This design comes from an exercise in tuning for small area, a short achievable clock period and few clock cycles on the open sky130 flow, not from production work.
The RTL was checked by simulation tests, not by an equivalence proof against the original design.
Power figures rest on the tool's default switching activity, not on a simulated workload.

==> design.v <==
module speck_engine (
    input  wire         clk,
    input  wire         rst,         
    input  wire         cmd_valid,
    output wire         cmd_ready,
    input  wire [7:0]   cmd_op,      
    input  wire [127:0] cmd_key,     
    input  wire [63:0]  cmd_blk,     
    output reg          res_valid,
    output reg  [7:0]   res_status,
    output reg  [63:0]  res_blk      
);
    localparam [7:0] OP_INIT = 8'h01, OP_ENC = 8'h02, OP_DEC = 8'h03;
    localparam [7:0] ST_OK = 8'h00, ST_INVALID = 8'h09, ST_NOT_READY = 8'h0A,
                     ST_ILLEGAL = 8'h0B;
    localparam [1:0] S_IDLE = 2'd0, S_KS = 2'd1, S_ENC = 2'd2, S_DEC = 2'd3;
    reg  [1:0]  state;
    reg         init_done;
    reg  [4:0]  idx;             
    reg  [31:0] rk [0:26];       
    reg  [31:0] ks_k;            
    reg  [31:0] ks_l0, ks_l1, ks_l2;
    reg  [31:0] x, y;            
    assign cmd_ready = (state == S_IDLE);
    wire accept = cmd_valid && cmd_ready;
    wire [31:0] ks_lnew = (ks_k + {ks_l0[7:0], ks_l0[31:8]}) ^ {27'd0, idx};
    wire [31:0] ks_knew = {ks_k[28:0], ks_k[31:29]} ^ ks_lnew;
    wire [31:0] rkey   = rk[idx];
    wire [31:0] enc_x  = ({x[7:0], x[31:8]} + y) ^ rkey;
    wire [31:0] enc_y  = {y[28:0], y[31:29]} ^ enc_x;
    wire [31:0] dec_t  = y ^ x;
    wire [31:0] dec_y  = {dec_t[2:0], dec_t[31:3]};
    wire [31:0] dec_u  = (x ^ rkey) - dec_y;
    wire [31:0] dec_x  = {dec_u[23:0], dec_u[31:24]};
    always @(posedge clk) begin
        if (rst) begin
            state      <= S_IDLE;
            init_done  <= 1'b0;
            idx        <= 5'd0;
            res_valid  <= 1'b0;
            res_status <= 8'h00;
            res_blk    <= 64'd0;
        end else begin
            res_valid <= 1'b0;
            case (state)
                S_IDLE: if (accept) begin
                    if (cmd_op != OP_INIT && cmd_op != OP_ENC && cmd_op != OP_DEC) begin
                        res_valid  <= 1'b1;
                        res_status <= ST_ILLEGAL;
                        res_blk    <= 64'd0;
                    end else if (cmd_op != OP_INIT && !init_done) begin
                        res_valid  <= 1'b1;
                        res_status <= ST_NOT_READY;
                        res_blk    <= 64'd0;
                    end else if (cmd_op == OP_INIT && init_done) begin
                        res_valid  <= 1'b1;
                        res_status <= ST_INVALID;
                        res_blk    <= 64'd0;
                    end else if (cmd_op == OP_INIT) begin
                        rk[0] <= cmd_key[31:0];
                        ks_k  <= cmd_key[31:0];
                        ks_l0 <= cmd_key[63:32];
                        ks_l1 <= cmd_key[95:64];
                        ks_l2 <= cmd_key[127:96];
                        idx   <= 5'd0;
                        state <= S_KS;
                    end else if (cmd_op == OP_ENC) begin
                        x     <= cmd_blk[31:0];
                        y     <= cmd_blk[63:32];
                        idx   <= 5'd0;
                        state <= S_ENC;
                    end else begin
                        x     <= cmd_blk[31:0];
                        y     <= cmd_blk[63:32];
                        idx   <= 5'd26;
                        state <= S_DEC;
                    end
                end
                S_KS: begin
                    rk[idx + 5'd1] <= ks_knew;
                    ks_k  <= ks_knew;
                    ks_l0 <= ks_l1;
                    ks_l1 <= ks_l2;
                    ks_l2 <= ks_lnew;
                    idx   <= idx + 5'd1;
                    if (idx == 5'd25) begin
                        init_done  <= 1'b1;
                        res_valid  <= 1'b1;
                        res_status <= ST_OK;
                        res_blk    <= 64'd0;
                        state      <= S_IDLE;
                    end
                end
                S_ENC: begin
                    x   <= enc_x;
                    y   <= enc_y;
                    idx <= idx + 5'd1;
                    if (idx == 5'd26) begin
                        res_valid  <= 1'b1;
                        res_status <= ST_OK;
                        res_blk    <= {enc_y, enc_x};
                        state      <= S_IDLE;
                    end
                end
                S_DEC: begin
                    x   <= dec_x;
                    y   <= dec_y;
                    idx <= idx - 5'd1;
                    if (idx == 5'd0) begin
                        res_valid  <= 1'b1;
                        res_status <= ST_OK;
                        res_blk    <= {dec_y, dec_x};
                        state      <= S_IDLE;
                    end
                end
            endcase
        end
    end
endmodule
==> run.sh <==
#!/bin/bash
# synth_recipe.tcl (not shown) runs the flow's synth.tcl, then flattens the netlist and writes it again
# the make line also repeats each setting of config.mk as NAME=value (left out here)
make -C /OpenROAD-flow-scripts/flow DESIGN_CONFIG=/design/flow/config.mk WORK_HOME=/design/flow/orfs CLKGATE_MAP_FILE= SYNTH_SCRIPT=/design/flow/synth_recipe.tcl finish
==> config.mk <==
export PLATFORM = sky130hd
export DESIGN_NAME = speck_engine
export DESIGN_NICKNAME = speck_engine
export VERILOG_FILES = /design/flow/design.v
export SDC_FILE = /design/flow/constraint.sdc
export NUM_CORES = 4
export LEC_CHECK = 0
export CAP_MARGIN = 20
export CORE_MARGIN = 2
export CORE_UTILIZATION = 40
export SLEW_MARGIN = 20
==> constraint.sdc <==
create_clock -name core_clock -period 7.0 [get_ports {clk}]
set_input_delay 1.4000 -clock core_clock [delete_from_list [all_inputs] [get_ports {clk}]]
set_output_delay 1.4000 -clock core_clock [all_outputs]
set_load 0.01 [all_outputs]
==> results.toml <==
[outcome]
status = "complete, no violations"

[layout]
area_delta_synth_final_pct = 17.2
layout.nets = 4051
seq_area_um2 = 33300
fin_area_um2 = 60800
drive_gt1_share_pct = 17.5
final_common_cell = "edfxtp_1"
fillers = 11300
final_cell_mix = "1056 x edfxtp_1, 273 x nand2_1, 270 x clkdlybuf4s50_1"
multiInputGateArea_um2 = 17800

[synthesis]
yosysTopAreaCell = "edfxtp_1"
yosys-top-cells-area = "edfxtp_1 61%, mux4_2 8.0%, dfxtp_1 3.1%, mux2_2 2.8%, ha_1 2.6%"
synth.top_cell.area_share_pct = 61.2
avgSynthCellArea_um2 = 15.1
ys_async_sr_fraction_pct = 0
syn_inst = 3426
yosys_warnings = 1
yosys.area_share.simple_pct = 5.69
synth_edf_count = 1056
ys_ff_latch = 1137
synth.area.mux_share_pct = 12.9
netlist_area_um2 = 51900
ys_seq_area_share_pct = 64.3
synth_top_family_by_area = "multiplexers"
synth_cell_types = 80
synthFlopType = "edfxtp_1"
synth-adder-area-share_pct = 2.70
synth_compound_area_share_pct = 7.97
synth-xor-area-share_pct = 4.37

[die]
ioPinCount = 277
core-area_um2 = 129000
chipWidth_um = 364
die-height_um = 364
initial_utilization_pct = 40.1
rows = 132
die_area_um2 = 133000

[sta]
max_slew_margin_pct = 24.1
max_freq_mhz = 175
layout_setup_ws_ns = 1.29
setup_tns_ns = 0
holdWs_ns = 0.476
post-route-period-util_pct = 81.6
finalSetupViolations = 0
min_period_ns = 5.71
finClkSkew_ns = 0.0465
finalHoldViolCount = 0
finalMaxSlewViolations = 0
rsz0062_at_grt = "false"
worst_pin_slew_ns = 1.14

[global_route]
gr-total-overflow = 0
grt_max_degree = 122
grt_pass1_vias = 30900
grt_pass1_wl_um = 219000
gr-usage-all-layers_pct = 22.8
antenna_found_initial = 10

[setup_path]
path_cells = "buf_4 > mux4_2 > mux4_2 > mux2_2 > xor2_1 > ha_1 > a211o_1 > o31ai_1 > a21oi_1 > a21oi_1 > nor3_1 > or4_1 > nand3_1 > nand3_1"
rr_worst_depth = 14
crit_family = "compound AO/OA/AOI/OAI gates"
cp_max_fo = 42
end_kind = "flop"
arrival_ns = 6.18
crit_buf_inv = 1
required_ns = 7.47
crit_type = "reg -> reg"
critical_path.slowest_cell = "dfxtp_4"
crit_cells = 14
cp-start-kind = "flop"
max_stage_delay_ns = 0.88

[clock_tree]
cts_max_path_buffers = 3
tritoncts = "yes"
postCtsSetupRepairBufs = 0
clk_latency_ns = 0.73
cts.clk_slew.worst_paths_ns = 0.06
hold_buffers = 0
cts_made_buffers = 113
clock-sinks = 1137
cts-htree-levels = 3
cts_resized = 0
root_buffer = "clkbuf_16"

[placed_design]
post_dp_cell_area_um2 = 57100
preCtsSetupSlack_ns = 1.22
portBuffers = 271
finalWeightedCongestion = 0.916
hpwl_um = 102000

[route]
drt_wl_total_um = 153000
wl_met2_um = 72700
drc = 0
via_per_inst = 5.67
ant_nets = 0
dr_wl_met3_um = 11300
maxUsedRoutingLayer = "met5"
drtIter0Drc = 3397
wl_per_cell_um = 27.5
first_pass_iters = 5
wl_met1_um = 65500
num_vias = 31600

[pwr]
power_density_nw_per_um2 = 358
p_leak_nw = 19.9
ir_drop_mv = 0.243

[job]
cap_viol_max_count = 0

[min_path]
hold_path_depth = 2
holdCritPathClass = "reg -> reg"
==> report_power, final <==
group	internal, mW	switching [mW]	total, mW
Combinational	2.91	4.49	7.40
Clock	3.34	2.63	5.97
Sequential	8.00	0.372	8.37
==> flip-flops by register name (all words and copies together) (netlist names), 2 cells and up, named ones only <==
register and count:
rk 864, idx 5, ks_k 32, res_blk 64, res_status 3, ks_l2 32, state 2, y 32
ks_l0 32, ks_l1 32, x 32
==> cells by family (layout without fill, tap and decap cells) <==
logic type	count (synthesis)	after routing
buffers and inverters	216	618
flip-flops	1137	1137
adder cells (fa/ha/maj)	110	110
other	1	6
AND/OR/NAND/NOR	674	674
multiplexers	419	419
AO/OA/AOI/OAI	621	621
XOR/XNOR	248	248
==> stage by stage <==
step	power (mW)	util [%]	std cells
after floorplan	13.3	-	3430
after global placement	15.8	44.1	5361
after detailed placement	15.8	44.2	5364
after CTS	21.8	47.0	5573
after global routing	22.7	47.0	5574
final	21.7	47.0	5575
==> metal layers <==
layer	vias up	global-route usage [%]
met3	192	4.40
met5	-	0
met1	16300	32.1
li1	14000	-
met4	20	5.44
met2	1178	36.7
==> final cells by class <==
| cell class | count | area share (%) |
|---|---|---|
| diodes | 1 | 0.00412 |
| well taps | 1742 | 3.59 |
| flip-flops and latches | 1137 | 54.9 |
| clock buffers | 156 | 5.21 |
| inverters | 35 | 0.216 |
| clock inverters | 53 | 0.785 |
| multi-input cells | 2077 | 29.3 |
| repair buffers | 374 | 5.99 |
==> synthesized netlist by cell type, types with 18 or more instances <==
cell	instances
mux2i_1	103
a21oi_1	168
xnor2_1	148
o21ai_0	101
nand3_1	36
a21o_1	52
nor3_1	30
o211ai_1	43
a211oi_1	64
nand2b_1	25
nor2b_1	26
edfxtp_1	1056
buf_2	26
nand2_1	276
a22oi_1	24
mux2_2	131
inv_1	33
buf_4	18
o22ai_1	20
dfxtp_1	81
buf_6	20
mux4_2	185
ha_1	107
xor2_1	91
clkbuf_1	102
nor2_1	210
==> worst register-to-register path: stages (launching register included) <==
cell,delay (ns)
dfxtp_4,0.88
buf_4,0.52
mux4_2,0.58
mux4_2,0.46
mux2_2,0.33
xor2_1,0.16
ha_1,0.32
a211o_1,0.36
o31ai_1,0.45
a21oi_1,0.28
a21oi_1,0.37
nor3_1,0.13
or4_1,0.41
nand3_1,0.12
nand3_1,0.09
==> worst paths after layout <==
path	end	from	slack, ns
setup / recovery	x[5]$_DFFE_PP_	flop	1.29
hold / removal	res_status[3]$_SDFFE_PP0P_	res_status[3]$_SDFFE_PP0P_	0.48
setup reg to reg	x[5]$_DFFE_PP_	flop	1.29
hold reg to reg	res_status[3]$_SDFFE_PP0P_	res_status[3]$_SDFFE_PP0P_	0.48
Testbench counts, summed over its fixed seeds: cycles 27,552.

## re-timing with driven ports
The flow's constraints put no driver on any port. The routed layout listed below was extracted and timed again, unchanged, in two steps.
Step 1, drivers: a clkbuf_16 drives clk and a buf_2 each remaining input, both assumed.
Step 2, shift: input delay + t, output delay - t, t = (earliest + latest rising clock arrival at the registers) / 2. This alone moves slack from input paths to output paths.
Slacks: no drivers / after step 1 / after step 2; pairs: no drivers / after step 1.
t, ns: 0.784
setup WS [ns]: 1.287 / 1.287 / 1.287
worst hold slack (ns): 0.476 / 0.476 / 0.476
latest minus earliest clock arrival (ns): 0.049 / 0.049
worst slew at a driven data input, ns: 0.09
After both steps setup and hold are still met in this run. The setup slack of this run moves by 0.000 ns with the drivers and by 0.000 ns with both steps.
